From an optimization exercise on the open Yosys and OpenROAD flow, aimed at a short achievable clock period and few clock cycles; shortcuts taken in it are not production practice.
In this exercise RTL edits were held to simulation tests only and were not proved equivalent to the original.
No activity file was given, so power comes from the tool's default toggle rates.

--- flow/flow/run.sh ---
#!/bin/bash
# The standard layout (standard.sh: ORFS synthesis to finish, unchanged
# SDC and clock period). Two settings differ from the defaults:
#  - ORFS's post-CTS and post-global-route timing repair aims for a setup
#    slack margin of 20 ns, so that it sizes the gates on the critical paths
#    instead of stopping once the 25 ns clock is met;
#  - the port buffers that buffer_ports inserts are buf_4 cells.
set -euo pipefail
bash standard.sh SETUP_SLACK_MARGIN=20 TNS_END_PERCENT=30 \
  'BUFFER_PORTS_ARGS=-buffer_cell sky130_fd_sc_hd__buf_4' finish > standard.log 2>&1
--- flow/standard.sh ---
#!/bin/bash
# synth_recipe.tcl (not shown) runs the flow's synth.tcl, then flattens the netlist and writes it again
# the make line also repeats each setting of config.mk as NAME=value (left out here)
make -C /OpenROAD-flow-scripts/flow DESIGN_CONFIG=/design/flow/config.mk WORK_HOME=/design/flow/orfs CLKGATE_MAP_FILE= SYNTH_SCRIPT=/design/flow/synth_recipe.tcl "${@:-finish}"
--- flow/config.mk ---
export PLATFORM = sky130hd
export DESIGN_NAME = wspr_enc
export DESIGN_NICKNAME = wspr_enc
export VERILOG_FILES = /design/flow/design.v
export SDC_FILE = /design/flow/constraint.sdc
export NUM_CORES = 4
export LEC_CHECK = 0
export CAP_MARGIN = 20
export CORE_MARGIN = 2
export CORE_UTILIZATION = 40
export PLACE_DENSITY = 0.6
export SLEW_MARGIN = 20
--- flow/constraint.sdc ---
create_clock -name core_clock -period 25.0 [get_ports {clk}]
set_input_delay 5.0000 -clock core_clock [delete_from_list [all_inputs] [get_ports {clk}]]
set_output_delay 5.0000 -clock core_clock [all_outputs]
set_load 0.01 [all_outputs]
--- flow/design.v ---
module wspr_enc (
  input  wire       clk,
  input  wire       rst,       
  input  wire       we,        
  input  wire [7:0] addr,      
  input  wire [7:0] wdata,
  output reg  [7:0] rdata      
);
  localparam [31:0] POLY0 = 32'hF2D05351;
  localparam [31:0] POLY1 = 32'hE4613C47;
  localparam [161:0] SYNC = 162'b000110001101011000000011001010000011100010110011011100100100000100010101100011010010010101010110000101100010110011010000001010010000000111101001000111000100000011;
  localparam [1295:0] SRC_TAB = 1296'h55049e4d76258a39621194436c1b802f58079948712085345d0c8f3e67167b2a5201a15079288d3c651497466f1e83325b0a9c4b74238837600f92416a197e2d56059f4e77268b3a631295446d1c813059089a49722186355e0d903f68177c2b5302a04f78278c3b641396456e1d82315a099b4a732287365f0e914069187d2c54039d4c75248938611093426b1a7f2e57069847701f84335c0b8e3d66157a295100;
  localparam [2:0] E_NONE = 3'd0, E_CHAR = 3'd1, E_CALL = 3'd2, E_CMD = 3'd4;
  integer i, v;
  function is_dig(input [7:0] b);           
    is_dig = (b[7:4] == 4'h3) && (!b[3] || (b[2:1] == 2'b00));
  endfunction
  function low26(input [4:0] x);            
    low26 = (x != 5'd0) && !(x[4] && x[3] && (x[2] || (x[1] && x[0])));
  endfunction
  function low18(input [4:0] x);            
    low18 = (x != 5'd0) && (!x[4] || (!x[3] && !x[2] && !(x[1] && x[0])));
  endfunction
  function is_up(input [7:0] b);            
    is_up = (b[7:5] == 3'b010) && low26(b[4:0]);
  endfunction
  function is_lo(input [7:0] b);            
    is_lo = (b[7:5] == 3'b011) && low26(b[4:0]);
  endfunction
  function is_ar(input [7:0] b);            
    is_ar = (b[7:6] == 2'b01) && low18(b[4:0]);
  endfunction
  function is_sp(input [7:0] b);
    is_sp = (b == 8'h20);
  endfunction
  function [5:0] let_code(input [4:0] x);
    let_code = {1'b0, x} + 6'd9;
  endfunction
  function [5:0] rcode(input [7:0] b);
    if (is_dig(b))      rcode = {2'b00, b[3:0]};
    else if (is_up(b))  rcode = let_code(b[4:0]);
    else                rcode = 6'd36;
  endfunction
  function gtc(input [7:0] x, input [7:0] c);
    integer k;
    reg r;
    begin
      r = 1'b0;
      for (k = 0; k < 8; k = k + 1)
        r = c[k] ? (x[k] & r) : (x[k] | r);
      gtc = r;
    end
  endfunction
  function [27:0] nterm(input [5:0] c, input integer pos);
    integer u;
    reg [27:0] t;
    begin
      t = 28'd0;
      for (u = 0; u < 64; u = u + 1)
        if (c == u) begin
          case (pos)
            0: t = u * 7085880;
            1: t = u * 196830;
            2: t = u * 19683;
            3: t = (u - 10) * 729;
            4: t = (u - 10) * 27;
            default: t = u - 10;
          endcase
        end
      nterm = t;
    end
  endfunction
  function [15:0] mulc(input [5:0] x, input integer k, input integer c);
    integer u;
    reg [15:0] t;
    begin
      t = 16'd0;
      for (u = 0; u < 64; u = u + 1)
        if (x == u) t = u * k + c;
      mulc = t;
    end
  endfunction
  function [7:0] sfx_c0(input [6:0] s);
    integer u;
    reg [7:0] t;
    begin
      t = 8'h00;
      for (u = 0; u < 128; u = u + 1)
        if (s == u) begin
          if (u <= 9)       t = 8'h30 + u;
          else if (u <= 35) t = 8'h41 + u - 10;
          else              t = 8'h30 + (u - 36) / 10;
        end
      sfx_c0 = t;
    end
  endfunction
  function [7:0] sfx_c1(input [6:0] s);
    integer u;
    reg [7:0] t;
    begin
      t = 8'h00;
      for (u = 0; u < 128; u = u + 1)
        if (s == u && u >= 36) t = 8'h30 + (u - 36) % 10;
      sfx_c1 = t;
    end
  endfunction
  function [55:0] csa28(input [27:0] a, input [27:0] b, input [27:0] c);
    csa28 = {a ^ b ^ c, ((a & b) | (a & c) | (b & c)) << 1};
  endfunction
  function [43:0] csa22(input [21:0] a, input [21:0] b, input [21:0] c);
    csa22 = {a ^ b ^ c, ((a & b) | (a & c) | (b & c)) << 1};
  endfunction
  function [63:0] csa32(input [31:0] a, input [31:0] b, input [31:0] c);
    csa32 = {a ^ b ^ c, ((a & b) | (a & c) | (b & c)) << 1};
  endfunction
  function [27:0] sum6(input [27:0] t0, input [27:0] t1, input [27:0] t2,
                       input [27:0] t3, input [27:0] t4, input [27:0] t5);
    reg [55:0] x, y, z, w;
    begin
      x = csa28(t0, t1, t2);
      y = csa28(t3, t4, t5);
      z = csa28(x[55:28], x[27:0], y[55:28]);
      w = csa28(z[55:28], z[27:0], y[27:0]);
      sum6 = w[55:28] + w[27:0];
    end
  endfunction
  function [31:0] rol32(input [31:0] x, input integer k);
    rol32 = (x << k) | (x >> (32 - k));
  endfunction
  function [31:0] hmix(input [31:0] x, input [31:0] y, input integer k);
    hmix = (x ^ y) - rol32(y, k);
  endfunction
  function [323:0] encode(input [49:0] p);
    reg [161:0] s;
    reg         b0, b1;
    integer     t, j, k;
    begin
      for (t = 0; t < 81; t = t + 1) begin
        b0 = 1'b0;
        b1 = 1'b0;
        for (j = 0; j < 32; j = j + 1) begin
          if (t - j >= 0 && t - j < 50) begin
            if (POLY0[j]) b0 = b0 ^ p[49 - (t - j)];
            if (POLY1[j]) b1 = b1 ^ p[49 - (t - j)];
          end
        end
        s[2*t]     = b0;
        s[2*t + 1] = b1;
      end
      for (k = 0; k < 162; k = k + 1)
        encode[2*k +: 2] = {s[SRC_TAB[8*k +: 8]], SYNC[k]};
    end
  endfunction
  reg [7:0] call_r [0:9];
  reg [7:0] call_len;
  reg [7:0] power;
  reg [7:0] loc4_r [0:3];
  reg [7:0] loc6_r [0:5];
  reg [7:0] pfx_r  [0:2];
  reg [7:0] sfx;
  reg       use_sfx;
  reg       busy, done, err;
  reg [2:0] errcode;
  reg [323:0] sym_q;         
  wire [7:0] status = {1'b0, errcode, 1'b0, busy, err, done};
  reg       t3;              
  reg       t1;              
  reg [10:0] len_gt;
  always @* begin
    for (i = 0; i < 11; i = i + 1)
      len_gt[i] = gtc(call_len, i);
  end
  wire [10:0] len_eq = {len_gt[9:0], 1'b1} & ~len_gt;   
  wire cl_bad = len_gt[10];
  reg [5:0] cc  [0:5];       
  reg       cd  [0:5];       
  reg       cv  [0:5];       
  reg [5:0] cA  [0:5];       
  reg       dA  [0:5];       
  reg       sA  [0:5];       
  reg       do_shift;
  always @* begin
    for (i = 0; i < 6; i = i + 1) begin
      cd[i] = len_gt[i] && is_dig(call_r[i]);
      cv[i] = len_gt[i] && (is_dig(call_r[i]) || is_up(call_r[i]) || is_lo(call_r[i]));
      cc[i] = is_dig(call_r[i]) ? {2'b00, call_r[i][3:0]} : let_code(call_r[i][4:0]);
    end
    do_shift = len_gt[2] && is_dig(call_r[1]) && is_up(call_r[2]);
    for (i = 0; i < 6; i = i + 1) begin
      if (do_shift) begin
        if (i == 0) begin
          cA[i] = 6'd36; dA[i] = 1'b0; sA[i] = 1'b1;
        end else begin
          cA[i] = cv[i-1] ? cc[i-1] : 6'd36; dA[i] = cd[i-1]; sA[i] = !cv[i-1];
        end
      end else begin
        cA[i] = cv[i] ? cc[i] : 6'd36; dA[i] = cd[i]; sA[i] = !cv[i];
      end
    end
    if (sA[4]) begin
      cA[5] = 6'd36; dA[5] = 1'b0; sA[5] = 1'b1;
    end
  end
  wire pnA_bad = !dA[2] || dA[3] || dA[4] || dA[5];
  reg [7:0] qB [0:5];
  reg [5:0] cB [0:5];
  reg       pnB_bad;
  always @* begin
    for (i = 0; i < 6; i = i + 1) begin
      qB[i] = loc6_r[(i + 1) % 6];
      cB[i] = rcode(qB[i]);
    end
    pnB_bad = !(is_dig(qB[0]) || is_up(qB[0]) || is_sp(qB[0])) ||
              !(is_dig(qB[1]) || is_up(qB[1]) || is_sp(qB[1])) ||
              !is_dig(qB[2]) ||
              !(is_up(qB[3]) || is_sp(qB[3])) ||
              !(is_up(qB[4]) || is_sp(qB[4])) ||
              !(is_up(qB[5]) || is_sp(qB[5]));
  end
  reg loc_ok, loc_shape;
  always @* begin
    loc_ok = 1'b1;
    for (i = 0; i < 4; i = i + 1)
      if (!(is_dig(loc4_r[i]) || is_ar(loc4_r[i])))
        loc_ok = 1'b0;
    loc_shape = is_ar(loc4_r[0]) && is_ar(loc4_r[1]) &&
                is_dig(loc4_r[2]) && is_dig(loc4_r[3]);
  end
  wire       loc_bad = loc_ok && !loc_shape;
  wire [4:0] la0 = loc_ok ? loc4_r[0][4:0] - 5'd1 : 5'd0;
  wire [4:0] la1 = loc_ok ? loc4_r[1][4:0] - 5'd1 : 5'd0;
  wire [3:0] ld2 = loc_ok ? loc4_r[2][3:0] : 4'd0;
  wire [3:0] ld3 = loc_ok ? loc4_r[3][3:0] : 4'd0;
  wire pfx_bad = !(is_dig(pfx_r[0]) || is_up(pfx_r[0]) || is_sp(pfx_r[0])) ||
                 !(is_dig(pfx_r[1]) || is_up(pfx_r[1]) || is_sp(pfx_r[1])) ||
                 !(is_dig(pfx_r[2]) || is_up(pfx_r[2]) || is_sp(pfx_r[2]));
  wire [5:0] pe0 = rcode(pfx_r[0]);
  wire [5:0] pe1 = rcode(pfx_r[1]);
  wire [5:0] pe2 = rcode(pfx_r[2]);
  wire       sfx_bad = gtc(sfx, 8'd81);
  wire       sfx_two = gtc(sfx, 8'd35);
  wire [7:0] st0 = sfx_c0(sfx[6:0]);
  wire [7:0] st1 = sfx_c1(sfx[6:0]);
  wire [3:0] comp_len = call_len[3:0] + (use_sfx ? (sfx_two ? 4'd3 : 4'd2) : 4'd4);
  wire       comp_bad = use_sfx ? (sfx_two ? len_gt[7] : (len_eq[0] || len_gt[8]))
                                : len_gt[6];
  reg [7:0] kb [0:9];
  always @* begin
    for (i = 0; i < 10; i = i + 1) begin
      if (use_sfx) begin
        if (len_gt[i])                              kb[i] = call_r[i];
        else if (len_eq[i])                         kb[i] = 8'h2F;
        else if (i >= 1 && len_eq[(i + 10) % 11])   kb[i] = st0;    
        else if (i >= 2 && len_eq[(i + 9) % 11] && sfx_two) kb[i] = st1;
        else                                        kb[i] = 8'h00;
      end else begin
        if (i < 3)                                  kb[i] = pfx_r[i];
        else if (i == 3)                            kb[i] = 8'h2F;
        else if (len_gt[(i + 7) % 11])              kb[i] = call_r[(i + 6) % 10];   
        else                                        kb[i] = 8'h00;
      end
    end
  end
  wire [2:0] err1 = cl_bad ? E_CALL : (pnA_bad || loc_bad) ? E_CHAR : E_NONE;
  wire [2:0] err2 = cl_bad ? E_CALL : pnA_bad ? E_CHAR :
                    use_sfx ? (sfx_bad ? E_CALL : E_NONE) :
                    (pfx_bad ? E_CHAR : E_NONE);
  wire [2:0] err3 = cl_bad ? E_CALL : pnB_bad ? E_CHAR :
                    ((use_sfx && sfx_bad) || comp_bad) ? E_CALL : E_NONE;
  reg [27:0] p1_tA [0:5];    
  reg [27:0] p1_tB [0:5];    
  reg [21:0] p1_l0, p1_l1, p1_l2, p1_l3;   
  reg [15:0] p1_g0, p1_g1;   
  reg [5:0]  p1_g2;
  reg [8:0]  p1_p65, p1_p66;  
  reg [21:0] p1_m2s;         
  reg [21:0] p1_k;           
  reg [31:0] p1_w0, p1_w1;   
  reg [15:0] p1_w2;
  reg [3:0]  p1_cl;          
  always @(posedge clk) begin
    for (i = 0; i < 6; i = i + 1) begin
      p1_tA[i] <= nterm(cA[i], i);
      p1_tB[i] <= nterm(cB[i], i);
    end
    p1_l0  <= {mulc({1'b0, la0}, -1800, 32220), 7'd64};
    p1_l1  <= {mulc({2'b0, ld2}, -180, 0), 7'd0};
    p1_l2  <= {mulc({1'b0, la1}, 10, 0), 7'd0};
    p1_l3  <= {11'd0, ld3, 7'd0};
    p1_g0  <= mulc(pe0, 1369, 0);
    p1_g1  <= mulc(pe1, 37, 0);
    p1_g2  <= pe2;
    p1_p65 <= {1'b0, power} + 9'd65;
    p1_p66 <= {1'b0, power} + 9'd66;
    p1_m2s <= {sfx, 7'd0} + {14'd0, power} + (22'd27232 << 7) + 22'd66;
    p1_k   <= 22'd191 - {14'd0, power};
    p1_w0  <= {kb[3], kb[2], kb[1], kb[0]};
    p1_w1  <= {kb[7], kb[6], kb[5], kb[4]};
    p1_w2  <= {kb[9], kb[8]};
    p1_cl  <= comp_len;
  end
  wire [27:0] nA = sum6(p1_tA[0], p1_tA[1], p1_tA[2], p1_tA[3], p1_tA[4], p1_tA[5]);
  wire [27:0] nB = sum6(p1_tB[0], p1_tB[1], p1_tB[2], p1_tB[3], p1_tB[4], p1_tB[5]);
  wire [43:0] m1x = csa22(p1_l0, p1_l1, p1_l2);
  wire [43:0] m1y = csa22(m1x[43:22], m1x[21:0], p1_l3);
  wire [43:0] m1z = csa22(m1y[43:22], m1y[21:0], {14'd0, power});
  wire [21:0] m1  = m1z[43:22] + m1z[21:0];
  wire [15:0] g16x_s = p1_g0 ^ p1_g1 ^ {10'd0, p1_g2};
  wire [15:0] g16x_c = ((p1_g0 & p1_g1) | (p1_g0 & {10'd0, p1_g2}) | (p1_g1 & {10'd0, p1_g2})) << 1;
  wire [15:0] gsum = g16x_s + g16x_c;
  wire [43:0] g2x  = csa22({p1_g0[14:0], 7'd0}, {p1_g1[14:0], 7'd0}, {9'd0, p1_g2, 7'd0});
  wire [43:0] g2y0 = csa22(g2x[43:22], g2x[21:0], {13'd0, p1_p65});
  wire [43:0] g2y1 = csa22(g2x[43:22], g2x[21:0], {13'd0, p1_p66});
  wire [21:0] m2p0 = g2y0[43:22] + g2y0[21:0];
  wire [21:0] m2p1 = g2y1[43:22] + g2y1[21:0];
  wire [31:0] seed = 32'hDEADBF81 + {28'd0, p1_cl};
  reg [27:0] p2_nA, p2_nB;
  reg [21:0] p2_m1, p2_m2p;
  reg [31:0] p2_a, p2_b, p2_c;
  always @(posedge clk) begin
    p2_nA  <= nA;
    p2_nB  <= nB;
    p2_m1  <= m1;
    p2_m2p <= gsum[15] ? m2p1 : m2p0;
    p2_a   <= p1_w0 + seed;
    p2_b   <= p1_w1 + seed;
    p2_c   <= {16'd0, p1_w2} + seed;
  end
  reg [31:0] p3_a, p3_b, p3_c;
  reg [31:0] p4_a, p4_b, p4_c;
  reg [31:0] p5_a, p5_b, p5_c;
  reg [31:0] p6_a, p6_b, p6_c;
  reg [31:0] p7_a, p7_b, p7_c;
  reg [31:0] p8_b, p8_c;
  always @(posedge clk) begin
    p3_a <= p2_a;  p3_b <= p2_b;  p3_c <= hmix(p2_c, p2_b, 14);
    p4_a <= hmix(p3_a, p3_c, 11); p4_b <= p3_b;  p4_c <= p3_c;
    p5_a <= p4_a;  p5_b <= hmix(p4_b, p4_a, 25); p5_c <= p4_c;
    p6_a <= p5_a;  p6_b <= p5_b;  p6_c <= hmix(p5_c, p5_b, 16);
    p7_a <= hmix(p6_a, p6_c, 4);  p7_b <= p6_b;  p7_c <= p6_c;
    p8_b <= hmix(p7_b, p7_a, 14); p8_c <= p7_c;
  end
  wire [31:0] rb  = ~rol32(p8_b, 24);
  wire [43:0] m3x = csa22({(p8_c[14:0] ^ p8_b[14:0]), 7'd0}, {rb[14:0], 7'd0}, p1_k);
  wire [21:0] m3  = m3x[43:22] + m3x[21:0];
  wire [21:0] m2 = use_sfx ? p1_m2s : p2_m2p;
  localparam integer G_CALL = 0, G_POW = 1, G_LOC4 = 2, G_LOC6 = 3,
                     G_PFX = 4, G_SFX = 5, G_FLAG = 6;
  reg [3:0] age [0:6];
  reg [6:0] gwr;             
  always @* begin
    gwr = 7'd0;
    for (i = 0; i < 11; i = i + 1) if (wr_en[i]) gwr[G_CALL] = 1'b1;
    if (wr_en[8'h0B]) gwr[G_POW] = 1'b1;
    for (i = 12; i < 16; i = i + 1) if (wr_en[i]) gwr[G_LOC4] = 1'b1;
    for (i = 16; i < 22; i = i + 1) if (wr_en[i]) gwr[G_LOC6] = 1'b1;
    for (i = 22; i < 25; i = i + 1) if (wr_en[i]) gwr[G_PFX] = 1'b1;
    if (wr_en[8'h19]) gwr[G_SFX] = 1'b1;
    if (wr_en[8'h1A]) gwr[G_FLAG] = 1'b1;
  end
  always @(posedge clk) begin
    for (i = 0; i < 7; i = i + 1)
      if (rst || gwr[i])        age[i] <= 4'd0;
      else if (age[i] != 4'd15) age[i] <= age[i] + 4'd1;
  end
  wire ok1 = (age[G_CALL] >= 4'd2) && (age[G_LOC4] >= 4'd2) && (age[G_POW] >= 4'd1);
  wire ok2 = (age[G_CALL] >= 4'd2) && (age[G_PFX] >= 4'd2) && (age[G_POW] >= 4'd2) &&
             (age[G_SFX] >= 4'd1);
  wire ok3 = (age[G_CALL] >= 4'd8) && (age[G_PFX] >= 4'd8) && (age[G_SFX] >= 4'd8) &&
             (age[G_FLAG] >= 4'd8) && (age[G_LOC6] >= 4'd2) && (age[G_POW] >= 4'd1);
  wire [49:0]  pay  = t3 ? {p2_nB, m3} : t1 ? {p2_nA, p2_m1} : {p2_nA, m2};
  wire [323:0] symN = encode(pay);
  wire       host_wr = we && !busy;
  reg [27:0] wr_en;
  always @* begin
    for (i = 0; i < 28; i = i + 1)
      wr_en[i] = host_wr && (addr == i);
  end
  wire       cmd_bad = (wdata[7:2] != 6'd0) || (wdata[1:0] == 2'd0);
  wire [2:0] cmd_err = cmd_bad ? E_CMD :
                       (wdata[1:0] == 2'd1) ? err1 :
                       (wdata[1:0] == 2'd2) ? err2 : err3;
  wire       fin = busy && (t3 ? ok3 : t1 ? ok1 : ok2);
  always @(posedge clk) begin
    if (rst) begin
      for (i = 0; i < 10; i = i + 1) call_r[i] <= 8'h00;
      for (i = 0; i < 4; i = i + 1)  loc4_r[i] <= 8'h00;
      for (i = 0; i < 6; i = i + 1)  loc6_r[i] <= 8'h00;
      for (i = 0; i < 3; i = i + 1)  pfx_r[i]  <= 8'h00;
      call_len <= 8'h00;
      power    <= 8'h00;
      sfx      <= 8'h00;
      use_sfx  <= 1'b0;
      busy     <= 1'b0;
      done     <= 1'b0;
      err      <= 1'b0;
      errcode  <= E_NONE;
    end else begin
      for (i = 0; i < 10; i = i + 1) if (wr_en[i])        call_r[i] <= wdata;
      if (wr_en[8'h0A])                                  call_len <= wdata;
      if (wr_en[8'h0B])                                  power <= wdata;
      for (i = 0; i < 4; i = i + 1) if (wr_en[8'h0C + i]) loc4_r[i] <= wdata;
      for (i = 0; i < 6; i = i + 1) if (wr_en[8'h10 + i]) loc6_r[i] <= wdata;
      for (i = 0; i < 3; i = i + 1) if (wr_en[8'h16 + i]) pfx_r[i] <= wdata;
      if (wr_en[8'h19])                                  sfx <= wdata;
      if (wr_en[8'h1A])                                  use_sfx <= wdata[0];
      if (wr_en[8'h1B]) begin
        busy    <= (cmd_err == E_NONE);
        done    <= (cmd_err != E_NONE);
        err     <= (cmd_err != E_NONE);
        errcode <= cmd_err;
      end
      if (fin) begin
        busy <= 1'b0;
        done <= 1'b1;
      end
    end
  end
  always @(posedge clk)
    if (fin)
      sym_q <= symN;
  always @(posedge clk) begin
    if (wr_en[8'h1B]) begin
      t3 <= wdata[1:0] == 2'd3;
      t1 <= wdata[1:0] == 2'd1;
    end
  end
  reg [7:0] win [0:255];
  always @* begin
    for (i = 0; i < 256; i = i + 1) win[i] = 8'h00;
    for (i = 0; i < 10; i = i + 1) win[i] = call_r[i];
    win[8'h0A] = call_len;
    win[8'h0B] = power;
    for (i = 0; i < 4; i = i + 1) win[8'h0C + i] = loc4_r[i];
    for (i = 0; i < 6; i = i + 1) win[8'h10 + i] = loc6_r[i];
    for (i = 0; i < 3; i = i + 1) win[8'h16 + i] = pfx_r[i];
    win[8'h19] = sfx;
    win[8'h1A] = {7'd0, use_sfx};
    win[8'h1C] = status;
    for (i = 0; i < 162; i = i + 1) win[8'h20 + i] = {6'd0, sym_q[2*i +: 2]};
  end
  reg [7:0]  rd_grp [0:15];
  reg [15:0] rd_hit;
  reg [7:0]  rd_mux;
  integer g, e;
  always @* begin
    for (g = 0; g < 16; g = g + 1) begin
      rd_grp[g] = 8'h00;
      for (e = 0; e < 16; e = e + 1)
        if (addr[3:0] == e) rd_grp[g] = win[16 * g + e];
      rd_hit[g] = (addr[7:4] == g);
    end
    rd_mux = 8'h00;
    for (g = 0; g < 16; g = g + 1)
      rd_mux = rd_mux | (rd_grp[g] & {8{rd_hit[g]}});
  end
  always @(posedge clk)
    rdata <= rd_mux;
endmodule
==> results of run 1 <==
-- metrics by stage --
| stage | hold slack [ns] | util [%] | setup slack [ns] |
|---|---|---|---|
| after floorplan | 0.3096 | - | 18.19 |
| final | 0.3180 | 46.39 | 18.46 |
| after detailed placement | 0.3121 | 41.93 | 16.90 |
| after global placement | 0.3107 | 41.93 | 16.96 |
| after global routing | 0.3022 | 46.38 | 18.44 |
| after CTS | 0.3002 | 45.72 | 18.58 |
-- metal layers --
layer | part of all wire, % | routed length, um
met4 | 8.3 | 30260
met5 | 0.019 | 70
met3 | 8.0 | 29010
met1 | 39 | 140600
met2 | 45 | 164700
-- critical path, cell delays in order --
cell	delay [ns]
buf_16	0.11
or2_4	0.23
nor3_4	0.06
buf_12	0.14
a22o_1	0.19
a221oi_2	0.22
o221ai_2	0.14
a221oi_2	0.20
nand2_1	0.10
o21ai_2	0.08
a31oi_2	0.15
a2111oi_2	0.40
o21ai_1	0.18
-- cell usage in the layout (no fill, tap or decap), drive strengths merged, types with 41 or more instances in the layout --
cell type,netlist,layout
nor3,211,211
a31oi,147,147
fa,215,215
clkbuf,363,217
and2,42,42
clkinv,7,53
dfxtp,1307,1307
or3,41,41
nand2b,73,73
a211oi,85,85
o21a,81,81
nand2,1137,1140
o21ai,576,576
nor2,758,762
nand4,51,51
and3,58,59
mux2i,88,88
xor2,415,415
xnor2,890,890
o31ai,63,63
o211ai,53,53
buf,106,395
nand3,242,242
inv,549,557
a21oi,923,923
a21o,115,115
edfxtp,160,160
nor2b,65,65
o22ai,128,128
a221oi,79,79
a22oi,108,108
ha,437,437
o221ai,52,52
-- report_power, final --
group | switching (uW) | total, uW | internal [uW] | leakage, uW
Sequential | 95.8 | 3160 | 3070 | 0.0121
Combinational | 4150 | 7170 | 3020 | 0.0244
Clock | 1080 | 2590 | 1510 | 0.00282
Total | 5320 | 12900 | 7600 | 0.0393
-- cell type report --
type	instances	area [um^2]	area share [%]
Antenna cell	7	17.52	0.01736
Clock buffer	212	4593	4.551
Clock inverter	89	1254	1.242
Inverter	556	2091	2.071
Multi-Input combinational cell	7667	54370	53.87
Sequential cell	1467	31000	30.72
Tap cell	2854	3571	3.538
Timing Repair Buffer	405	4035	3.998
-- cell families (layout without fill, tap and decap cells) --
kind of cell               after synthesis  count (layout)  share of synthesized area [%]
muxes                                  113             113                          1.477
buffers and inverters                 1025            1262                          4.558
other                                    2               9                       0.008559
xor gates and xnor gates              1306            1306                          13.19
AOI/OAI and AO/OA                     2732            2732                          19.66
adders and majority gates              654             654                          11.16
DFF                                   1467            1467                          35.30
and+or+nand+nor                       2852            2860                          14.66
-- flip-flops by register name (all words and copies together) (netlist names), 48 cells and up --
name and count:
sym_q 158, p1_tA 101, p1_tB 101, call_r 80
loc6_r 48
-- how the worst max path moves through the flow --
stage | endpoint | slack, ns | cells past startpoint
detailed placement | age[4][2] | 16.90 | 6
CTS | rdata[0] | 18.58 | 1
global placement | rdata[1] | 16.96 | 10
global route | rdata[0] | 18.44 | 13
finish | rdata[0] | 18.46 | 13
floorplan | rdata[0] | 18.19 | 12
-- what timing repair did --
action                                  4_1_cts  5_1_grt
gates resized for setup                     264      197
pin swaps                                    71       68
endpoints found under the setup margin      278      312
gates cloned                                 13        5
buffers inserted                            121       58
==> out/metrics.csv, run 1 <==
stage,metric,value,unit
status,status,finished clean,
synth,number of synthesized flops with an enable pin,160,
floorplanning,DIE AREA,223100,um^2
synth,"FFs w/ async S/R, synth",0,%
synth,Syn Area/Cell,8.644,um^2
setup_path,CP Class,in2reg,
timing,Final Hold Viols,0,
timing,fin crit share,26.18,%
synth,Gate Count Post-Synth,10150,
timing,unrepaired setup endpoints after global routing,yes,
cts,CTS tree,built,
drt,final wirelength,364600,um
setup_path,reg2reg end,p1_l1[13],
global_route,vias in the first global route,75790,
global_route,grt met2 use,50.88,%
synth,register bit total from synthesis,1467,
setup_path,Setup crit start kind,primary input,
drt,Pre-antenna DRT Iters,9,
cts,clk sinks,1467,
drt,Vias,78920,
synth,synthesized area,87740,um^2
setup_path,CP startpoint,addr[2],
global_route,total track usage,31.56,%
setup_path,"Max FO, Critical Path",7,
pwr,Power Density,128.1,nW/um^2
synth,"Top FF cell, synth",dfxtp_1,
pwr,Leak Pwr,0.03927,uW
synth,post-synthesis cell type count,124,
layout,fin cells,13260,
min_path,hold-critical path endpoint,p3_a[24],
synth,sequential area share after synthesis,35.30,%
floorplanning,Die Ht,472.4,um
min_path,WHS Path Cells,0,
layout,Area growth syn-to-layout,15.03,%
floorplanning,core area,217600,um^2
global_route,gr busiest metal,met2,
placement,HPWL after DPL,275700,um
synth,synth top area cells,"dfxtp_1 30%, xnor2_1 8.8%, ha_1 6.2%",
timing,Worst slew margin,16.45,%
floorplanning,I/O pin total,27,
setup_path,crit path DAT,7.23,ns
synth,most common cell in the netlist,dfxtp_1,
setup_path,critical path endpoint category,flop,
global_route,met3 Usage GRT,5.395,%
layout,share of cells above drive strength 1,10.57,%
cts,clk root buf,clkbuf_16,
placement,Placement Cell Area,91250,um^2
placement,placed cells,12750,
synth,Post-Syn Nets,10820,
pwr,total power,12920,uW
layout,Fillers,20770,
setup_path,startpoint of the worst register-to-register path,loc4_r[0][0],
timing,Final setup viols,0,
timing,actual slew at the worst max-slew pin,1.243,ns
cts,"Clk Latency, worst-skew pair",0.85,ns
floorplanning,Die X,472.4,um
placement,GPL Wtd Cong,1.075,
global_route,M1 GR Usage,38.49,%
timing,max frequency,152.8,MHz
min_path,HP Start,p2_a[24],
synth,yosys warns,19,
drt,Detail Route Antenna Nets,0,
drt,Via density,5.953,
setup_path,Reg2Reg Depth,15,
cts,Clock transition at path regs,0.07,ns
setup_path,flop-to-flop setup slack,19.63,ns
layout,Final nets,10930,
floorplanning,initial core utilization,40.32,%
synth,top-area cell type share of the netlist area,29.82,%
timing,min Tclk post-route,6.545,ns
global_route,largest net degree at the start of global routing,78,
synth,cell taking the most area after synthesis,dfxtp_1,
cts,"Hold-fix buffers, CTS",0,
global_route,initial antenna violation count,15,
drt,Remaining DRCs,0,
pwr,Peak VDD IR,255.5,uV
cts,TritonCTS buffer count,162,
job,# Max-Cap Violations,0,
timing,Final Max Slew Viols,0,
cts,Max Buffers Root-to-Sink,3,
synth,Post-synth top cells,"1307 x dfxtp_1, 1134 x nand2_1, 903 x a21oi_1",
min_path,worst hold path type,reg2reg,
global_route,gr ovfl total,0,
timing,Setup TNS,0,ns
floorplanning,FP Rows,171,
drt,drt wl/cell,27.50,um
global_route,first-pass GRT wire length,522000,um
setup_path,CP required,25.69,ns
cts,H-tree depth,4,
layout,Final Instance Area,100900,um^2
timing,Clock Skew,0.06244,ns
placement,I/O Buffers,26,
drt,DRT iter0 DRCs,8864,
Testbench counts, summed over its fixed seeds: cycles 175,467.
==> run 2, diff against run 1 <==
--- a/flow/design.v
+++ b/flow/design.v
@@ -439,20 +439,12 @@
     win[8'h1C] = status;
     for (i = 0; i < 162; i = i + 1) win[8'h20 + i] = {6'd0, sym_q[2*i +: 2]};
   end
-  reg [7:0]  rd_grp [0:15];
-  reg [15:0] rd_hit;
-  reg [7:0]  rd_mux;
-  integer g, e;
+  reg [7:0] rd_mux;
   always @* begin
-    for (g = 0; g < 16; g = g + 1) begin
-      rd_grp[g] = 8'h00;
-      for (e = 0; e < 16; e = e + 1)
-        if (addr[3:0] == e) rd_grp[g] = win[16 * g + e];
-      rd_hit[g] = (addr[7:4] == g);
-    end
     rd_mux = 8'h00;
-    for (g = 0; g < 16; g = g + 1)
-      rd_mux = rd_mux | (rd_grp[g] & {8{rd_hit[g]}});
+    for (i = 0; i < 8'hC2; i = i + 1)
+      if (i != 8'h1B && i != 8'h1D && i != 8'h1E && i != 8'h1F)
+        rd_mux = rd_mux | (win[i] & {8{addr == i}});
   end
   always @(posedge clk)
     rdata <= rd_mux;
==> flow/flow/run.sh (replaced) <==
#!/bin/bash
# The standard layout (standard.sh: ORFS synthesis to finish, unchanged
# SDC and clock period). Settings that differ from the defaults:
#  - ORFS's post-CTS and post-global-route timing repair aims for a setup
#    slack margin of 20 ns, so that it sizes the gates on the critical paths
#    instead of stopping once the 25 ns clock is met;
#  - repair_design keeps 40% (not 20%) away from the max slew and max
#    capacitance limits, so that detours in detailed routing stay legal;
#  - the port buffers that buffer_ports inserts are buf_4 cells.
set -euo pipefail
bash standard.sh SETUP_SLACK_MARGIN=20 TNS_END_PERCENT=30 SLEW_MARGIN=40 CAP_MARGIN=40 \
  'BUFFER_PORTS_ARGS=-buffer_cell sky130_fd_sc_hd__buf_4' finish > standard.log 2>&1
==> run 2 against run 1 <==
First-iteration DRC count rose by 5.8%. Critical endpoint is now rdata[6]. Setup slack gained 0.11 ns. Worst hold slack got worse by 0.073 ns. Non-clock buffer count down 11. Synthesized cell count increased by 0.95%. Power decreased by 19%. Sequential share of layout area is 0.60 points lower. Still clean on timing, DRC and antenna.
==> out/metrics.csv, run 2 <==
stage,metric,value,unit
synth,post-synthesis cell type count,135,
synth,Gate Count Post-Synth,10250,
synth,synthesized area,88860,um^2
drt,Remaining DRCs,0,
layout,max reg flops,158,
floorplanning,initial core utilization,40.13,%
synth,sequential area share after synthesis,34.85,%
synth,cell taking the most area after synthesis,dfxtp_1,
layout,Area growth syn-to-layout,15.87,%
drt,Pre-antenna DRT Iters,9,
cts,H-tree depth,4,
timing,unrepaired setup endpoints after global routing,yes,
floorplanning,FP Rows,173,
setup_path,crit path DAT,1.44,ns
global_route,gr ovfl total,0,
cts,"Hold-fix buffers, CTS",0,
timing,min Tclk post-route,6.435,ns
synth,yosys warns,18,
setup_path,CP Cell Sequence,buf_6,
synth,synth top area cells,"dfxtp_1 29%, xnor2_1 8.6%, ha_1 6.2%",
layout,Final nets,11000,
drt,DRT iter0 DRCs,9374,
placement,placed cells,12960,
cts,TritonCTS buffer count,164,
timing,fin crit share,25.74,%
floorplanning,Die X,475.3,um
synth,most common cell in the netlist,dfxtp_1,
drt,Via density,5.913,
min_path,HP Start,p2_a[1],
setup_path,"CP delay by family, top",flip-flops,
pwr,Peak VDD IR,204.4,uV
setup_path,Setup crit start kind,flop,
drt,Detail Route Antenna Nets,0,
floorplanning,I/O pin total,27,
setup_path,startpoint of the worst register-to-register path,p1_tB[4][2],
setup_path,critical path endpoint category,output pin,
setup_path,"Slowest-stage cell, CP",dfxtp_4,
timing,Worst slew margin,36.02,%
placement,GPL Wtd Cong,1.042,
layout,"commonest non-fill, non-tap cells in the layout","1295 x dfxtp_1, 977 x nand2_1, 863 x xnor2_1",
placement,HPWL after DPL,276700,um
placement,I/O Buffers,26,
timing,Final setup viols,0,
setup_path,CP required,20.00,ns
synth,Syn Area/Cell,8.671,um^2
synth,multiplexer share of the synthesized area,1.476,%
cts,CTS tree,built,
synth,top-area cell type share of the netlist area,29.45,%
pwr,Seq pwr share,28.0,%
timing,Final Max Slew Viols,0,
pwr,power share of the clock group,25.2,%
cts,clk root buf,clkbuf_16,
global_route,total track usage,31.04,%
floorplanning,DIE AREA,225900,um^2
pwr,total power,10520,uW
layout,"most common cell after layout, fill and taps aside",dfxtp_1,
global_route,first-pass GRT wire length,519700,um
setup_path,"slowest stage delay, CP",0.44,ns
cts,Clock transition at path regs,0.06,ns
pwr,Switching Power,4052,uW
timing,Hold Slack,0.2446,ns
global_route,vias in the first global route,75500,
drt,final wirelength,362500,um
synth,Post-Syn Nets,10920,
synth,"Top FF cell, synth",dfxtp_1,
cts,"Clk Latency, worst-skew pair",0.89,ns
timing,Setup TNS,0,ns
layout,fin cells,13450,
drt,drt wl/cell,26.95,um
floorplanning,core area,221400,um^2
timing,actual slew at the worst max-slew pin,0.9564,ns
pwr,Power Density,102.1,nW/um^2
timing,Final Hold Viols,0,
timing,max frequency,155.4,MHz
synth,Post-synth top cells,"1307 x dfxtp_1, 1078 x nand2_1, 872 x xnor2_1",
synth,"FFs w/ async S/R, synth",0,%
layout,share of cells above drive strength 1,11.45,%
pwr,switching part of the total power,38.53,%
pwr,internal power,6464,uW
layout,biggest regs,"sym_q x158, p1_tA x101, p1_tB x101",
synth,largest family of logic cells by synthesized area,compound AO/OA/AOI/OAI gates,
setup_path,flop-to-flop setup slack,19.48,ns
cts,clk sinks,1467,
synth,compound-gate portion of the synthesized area,19.54,%
pwr,Logic pwr share,46.8,%
global_route,initial antenna violation count,17,
cts,Max Buffers Root-to-Sink,3,
timing,min setup slack post-route,18.56,ns
placement,dpl ws,17.03,ns
status,status,finished clean,
synth,number of synthesized flops with an enable pin,160,
setup_path,Worst Path Buf+Inv,1,
layout,"Most flops, register",sym_q,
synth,adder-cell share of the synthesized area,11.05,%
drt,Vias,79530,
setup_path,CP Class,reg2out,
timing,Clock Skew,0.09937,ns
global_route,largest net degree at the start of global routing,94,
pwr,Leak Pwr,0.04046,uW
synth,simple-gate area share of the yosys netlist,14.49,%
floorplanning,Die Ht,475.3,um
job,# Max-Cap Violations,0,
synth,register bit total from synthesis,1467,
synth,XOR/XNOR Fraction of Synth Area,13.15,%
setup_path,CP startpoint,rdata[6],
setup_path,"Max FO, Critical Path",1,
min_path,worst hold path type,reg2reg,
-- run 2: changes by cell type after synthesis, sizes merged, moves of 16 or more --
cell	change
nor3b	+16
o21a	-19
nand4	+26
xor2	+21
a21o	-18
o211ai	+28
clkbuf	-31
a31oi	-29
nand2	-56
inv	+172
nor2	-82
a21oi	-108
nor3	+26
buf	+44
-- run 2: area by class of cell --
cell class                 instances  area, um^2
antenna                           10       25.02
sequential                      1467       31010
tap                             2975        3722
timing repair buffer             394        4071
clock buffer                     217        4554
multi-input combinational       7574       55350
fill                           21180      118500
clock inverter                    86        1488
inverter                         726        2743
-- run 2: routing by layer --
metal | track usage, % | wire, um | vias up | share of wire, %
li1 | - | - | 36090 | -
met4 | 17.85 | 24910 | 14 | 6.9
met5 | 0 | 100 | - | 0.028
met2 | 49.62 | 163200 | 4075 | 45
met3 | 5.242 | 28900 | 952 | 8.0
met1 | 39.48 | 145400 | 38400 | 40
-- run 2: final timing paths --
path / endpoint / depth (start not counted)
max: rdata[6] / 1
min: p3_a[1] / 0
max reg2reg: p2_nB[24] / 16
min reg2reg: p3_a[1] / 0
-- run 2: cell families (layout without fill, tap and decap cells) --
group | Yosys count | count (layout)
simple gates | 2795 | 2797
flops | 1467 | 1467
other cells | 2 | 12
fa+ha+maj | 657 | 657
xor+xnor | 1320 | 1320
buf+inv | 1208 | 1423
compound gates | 2686 | 2686
mux | 112 | 112
-- run 2: power groups by stage --
stage / Combinational, uW / Sequential, uW / Clock, uW
after global placement: 4690 / 3000 / 0
after detailed placement: 4820 / 3000 / 0
after global routing: 5200 / 2950 / 2780
after CTS: 4870 / 2950 / 2690
after floorplan: 3440 / 2940 / 0
final: 4920 / 2940 / 2650
-- run 2: stage by stage --
| step | instance area, um^2 | utilization, % |
|---|---|---|
| 2_1_floorplan | 89000 | - |
| 3_3_place_gp | 92320 | 41.69 |
| 3_5_place_dp | 92800 | 41.91 |
| 4_1_cts | 101300 | 45.74 |
| 5_1_grt | 102900 | 46.49 |
| 6_report | 103000 | 46.49 |
-- run 2: timing repair --
item,4_1_cts,5_1_grt
resized for setup,290,242
buffers inserted,103,60
endpoints found under the setup margin,290,358
pin swaps,72,128
cloned,11,2
Testbench counts of run 2, summed over its fixed seeds: cycles 175,467.
==> run 3, diff against run 2 <==
--- a/flow/design.v
+++ b/flow/design.v
@@ -439,12 +439,31 @@
     win[8'h1C] = status;
     for (i = 0; i < 162; i = i + 1) win[8'h20 + i] = {6'd0, sym_q[2*i +: 2]};
   end
-  reg [7:0] rd_mux;
+  reg [15:0] rd_lo, rd_hi;
+  reg [7:0]  rd_t   [0:15];
+  reg [7:0]  rd_col [0:12];
+  reg [7:0]  rd_u   [0:15];
+  reg [7:0]  rd_mux;
+  integer g, e, w;
   always @* begin
-    rd_mux = 8'h00;
-    for (i = 0; i < 8'hC2; i = i + 1)
-      if (i != 8'h1B && i != 8'h1D && i != 8'h1E && i != 8'h1F)
-        rd_mux = rd_mux | (win[i] & {8{addr == i}});
+    for (e = 0; e < 16; e = e + 1) begin
+      rd_lo[e] = (addr[3:0] == e);
+      rd_hi[e] = (addr[7:4] == e);
+    end
+    for (g = 0; g < 13; g = g + 1) begin
+      for (e = 0; e < 16; e = e + 1)
+        rd_t[e] = (16 * g + e == 8'h1B) ? 8'h00 : (win[16 * g + e] & {8{rd_lo[e]}});
+      for (w = 8; w >= 1; w = w / 2)
+        for (e = 0; e < w; e = e + 1)
+          rd_t[e] = rd_t[2 * e] | rd_t[2 * e + 1];
+      rd_col[g] = rd_t[0];
+    end
+    for (g = 0; g < 16; g = g + 1)
+      rd_u[g] = (g < 13) ? (rd_col[g] & {8{rd_hi[g]}}) : 8'h00;
+    for (w = 8; w >= 1; w = w / 2)
+      for (g = 0; g < w; g = g + 1)
+        rd_u[g] = rd_u[2 * g] | rd_u[2 * g + 1];
+    rd_mux = rd_u[0];
   end
   always @(posedge clk)
     rdata <= rd_mux;
==> run 3 against run 2 <==
Via count rose by 0.13%. First-iteration DRC count grew 1.1%. Worst hold slack better by 0.061 ns. Critical endpoint unchanged. Register-to-register slack worse by 0.11 ns. Sequential cell count stayed put. Clock power shrank 2%. Combinational power down 3%. Core utilization fell by 0.37 points. Critical path depth is the same. Cell area fell by 1.5%. Clock-buffer cell count shrank 4.
==> out/metrics.csv, run 3 <==
stage,metric,value,unit
pwr,Peak VDD IR,171.2,uV
synth,register bit total from synthesis,1467,
timing,fin crit share,25.61,%
min_path,worst hold path type,reg2reg,
placement,HPWL after DPL,271400,um
pwr,switching part of the total power,37.63,%
drt,Pre-antenna DRT Iters,9,
synth,synth top area cells,"dfxtp_1 30%, xnor2_1 8.7%, ha_1 6.2%",
pwr,Seq pwr share,28.7,%
layout,Area growth syn-to-layout,14.48,%
synth,cell taking the most area after synthesis,dfxtp_1,
global_route,vias in the first global route,75550,
drt,drt wl/cell,26.52,um
timing,Final Max Slew Viols,0,
pwr,Switching Power,3885,uW
floorplanning,core area,219900,um^2
placement,dpl ws,17.13,ns
drt,final wirelength,357300,um
cts,clk root buf,clkbuf_16,
global_route,met3 Usage GRT,5.453,%
setup_path,CP Cell Sequence,buf_6,
layout,"Most flops, register",sym_q,
setup_path,critical path endpoint category,output pin,
placement,GPL Wtd Cong,1.018,
timing,Hold Slack,0.3055,ns
layout,"most common cell after layout, fill and taps aside",dfxtp_1,
status,status,finished clean,
global_route,first-pass GRT wire length,514300,um
timing,Final Hold Viols,0,
global_route,initial antenna violation count,12,
drt,Vias,79630,
global_route,M1 GR Usage,38.93,%
synth,Gate Count Post-Synth,10340,
synth,sequential area share after synthesis,34.94,%
cts,Max Buffers Root-to-Sink,3,
floorplanning,initial core utilization,40.30,%
cts,Clock transition at path regs,0.07,ns
layout,max reg flops,158,
drt,Detail Route Antenna Nets,0,
layout,share of cells above drive strength 1,10.52,%
global_route,gr ovfl total,0,
synth,post-synthesis cell type count,126,
global_route,total track usage,30.71,%
timing,unrepaired setup endpoints after global routing,yes,
setup_path,"Max FO, Critical Path",1,
synth,synthesized area,88630,um^2
cts,TritonCTS buffer count,160,
pwr,Power Density,101.8,nW/um^2
floorplanning,DIE AREA,225400,um^2
pwr,power share of the clock group,25.1,%
setup_path,"Slowest-stage cell, CP",dfxtp_4,
floorplanning,FP Rows,172,
synth,"Top FF cell, synth",dfxtp_1,
layout,fin cells,13470,
layout,biggest regs,"sym_q x158, p1_tA x101, p1_tB x101",
timing,Clock Skew,0.06358,ns
synth,"FFs w/ async S/R, synth",0,%
synth,top-area cell type share of the netlist area,29.52,%
layout,"commonest non-fill, non-tap cells in the layout","1297 x dfxtp_1, 1065 x nand2_1, 863 x xnor2_1",
global_route,largest net degree at the start of global routing,122,
synth,Post-Syn Nets,11010,
timing,actual slew at the worst max-slew pin,1.062,ns
global_route,grt met2 use,48.94,%
timing,max frequency,156.2,MHz
pwr,internal power,6439,uW
layout,Fillers,21280,
timing,Setup TNS,0,ns
timing,min setup slack post-route,18.60,ns
setup_path,Worst Path Buf+Inv,1,
layout,final design utilization,46.13,%
cts,CTS tree,built,
pwr,Leak Pwr,0.03976,uW
pwr,Logic pwr share,46.3,%
global_route,gr busiest metal,met2,
drt,DRT iter0 DRCs,9473,
cts,"Hold-fix buffers, CTS",0,
synth,Post-synth top cells,"1307 x dfxtp_1, 1125 x nand2_1, 883 x a21oi_1",
drt,Via density,5.911,
timing,min Tclk post-route,6.404,ns
placement,placed cells,13040,
setup_path,CP Class,reg2out,
cts,"Clk Latency, worst-skew pair",0.86,ns
setup_path,crit path DAT,1.40,ns
cts,H-tree depth,4,
synth,Syn Area/Cell,8.573,um^2
cts,clk sinks,1467,
synth,yosys warns,21,
setup_path,"CP delay by family, top",flip-flops,
synth,most common cell in the netlist,dfxtp_1,
timing,Final setup viols,0,
timing,Worst slew margin,28.43,%
synth,number of synthesized flops with an enable pin,160,
setup_path,CP required,20.00,ns
floorplanning,Die X,474.7,um
placement,I/O Buffers,26,
layout,Final nets,11050,
setup_path,"slowest stage delay, CP",0.44,ns
floorplanning,Die Ht,474.7,um
job,# Max-Cap Violations,0,
setup_path,Setup crit start kind,flop,
floorplanning,I/O pin total,27,
drt,Remaining DRCs,0,
## run 3: final timing paths
path | to | cells after the start | slack [ns] | startpoint
hold / removal | p4_b[5] | 0 | 0.31 | p3_b[5]
setup / recovery | rdata[6] | 1 | 18.60 | rdata[6]
hold reg to reg | p4_b[5] | 0 | 0.31 | p3_b[5]
setup reg to reg | p1_tA[0][14] | 14 | 19.37 | call_r[2][1]
## run 3: kinds of logic (layout without fill, tap and decap cells)
group	Yosys count	count (layout)	share of synthesized area, %
compound gates	2764	2764	19.98
buf+inv	1220	1391	5.403
mux	88	88	1.127
flops	1467	1467	34.94
other cells	2	5	0.008474
fa+ha+maj	655	655	11.06
simple gates	2835	2837	14.41
xor+xnor	1307	1307	13.08
## run 3: final cells by class
| cell class | count | area [um^2] | share of cell area (%) |
|---|---|---|---|
| well taps | 2958 | 3701 | 3.648 |
| diodes | 3 | 7.507 | 0.007399 |
| clock buffers | 213 | 4611 | 4.544 |
| clock inverters | 78 | 1239 | 1.221 |
| multi-input cells | 7653 | 54510 | 53.73 |
| inverters | 720 | 2706 | 2.667 |
| repair buffers | 380 | 3675 | 3.622 |
| flip-flops and latches | 1467 | 31000 | 30.56 |
## run 3: power groups by stage
stage,clock network (uW),logic (uW),registers (uW)
2_1_floorplan,0,3480,2960
3_3_place_gp,0,4610,3010
3_5_place_dp,0,4680,3010
4_1_cts,2630,4730,2960
5_1_grt,2720,5080,2970
6_report,2590,4780,2960
## run 3: metrics by stage
stage	power, uW	area, um^2
2_1_floorplan	6439	88660
3_3_place_gp	7620	92210
3_5_place_dp	7686	92570
4_1_cts	10320	100200
5_1_grt	10770	101500
6_report	10320	101500
## run 3: per-layer routing
metal	wire length (um)	share of wire, %	up-vias
met3	28160	7.9	881
met4	24580	6.9	16
met1	143400	40	38450
met5	101	0.028	-
li1	-	-	36210
met2	161000	45	4073
## run 3: what timing repair did
| action | in CTS | in global routing |
|---|---|---|
| endpoints found under the setup margin | 281 | 320 |
| pin swaps | 43 | 67 |
| setup buffers | 77 | 49 |
| gates cloned | 11 | 3 |
| gates resized for setup | 220 | 180 |
Testbench counts of run 3, summed over its fixed seeds: cycles 175,467.

==> static timing again, ports no longer ideal <==
How much do the figures lean on ideal ports? The routed layouts below were timed once more, with nothing changed but the port constraints.
Step 1 (the two cells are an assumption about what drives the block):
set clk [get_ports {clk}]
set_driving_cell -lib_cell sky130_fd_sc_hd__clkbuf_16 $clk
set_driving_cell -lib_cell sky130_fd_sc_hd__buf_2 [delete_from_list [all_inputs] $clk]
Step 2 also shifts input and output timing later by t, the mid clock arrival at the registers, as if the neighbouring blocks saw the same clock.
Three values: ideal ports, drivers, drivers and shift; two values: the first two.
run | shift t [ns] | slack for setup (ns) | clock arrival spread, ns
run 1 | 0.911 | 18.455 / 18.293 / 17.381 | 0.063 / 0.063
run 2 | 0.939 | 18.565 / 18.394 / 17.455 | 0.103 / 0.104
run 3 | 0.921 | 18.596 / 18.500 / 17.668 | 0.067 / 0.067
After both steps every run listed still meets setup and hold. The setup slack of run 2, which loses most, moves by -0.171 ns with the drivers and by -1.110 ns with both steps.
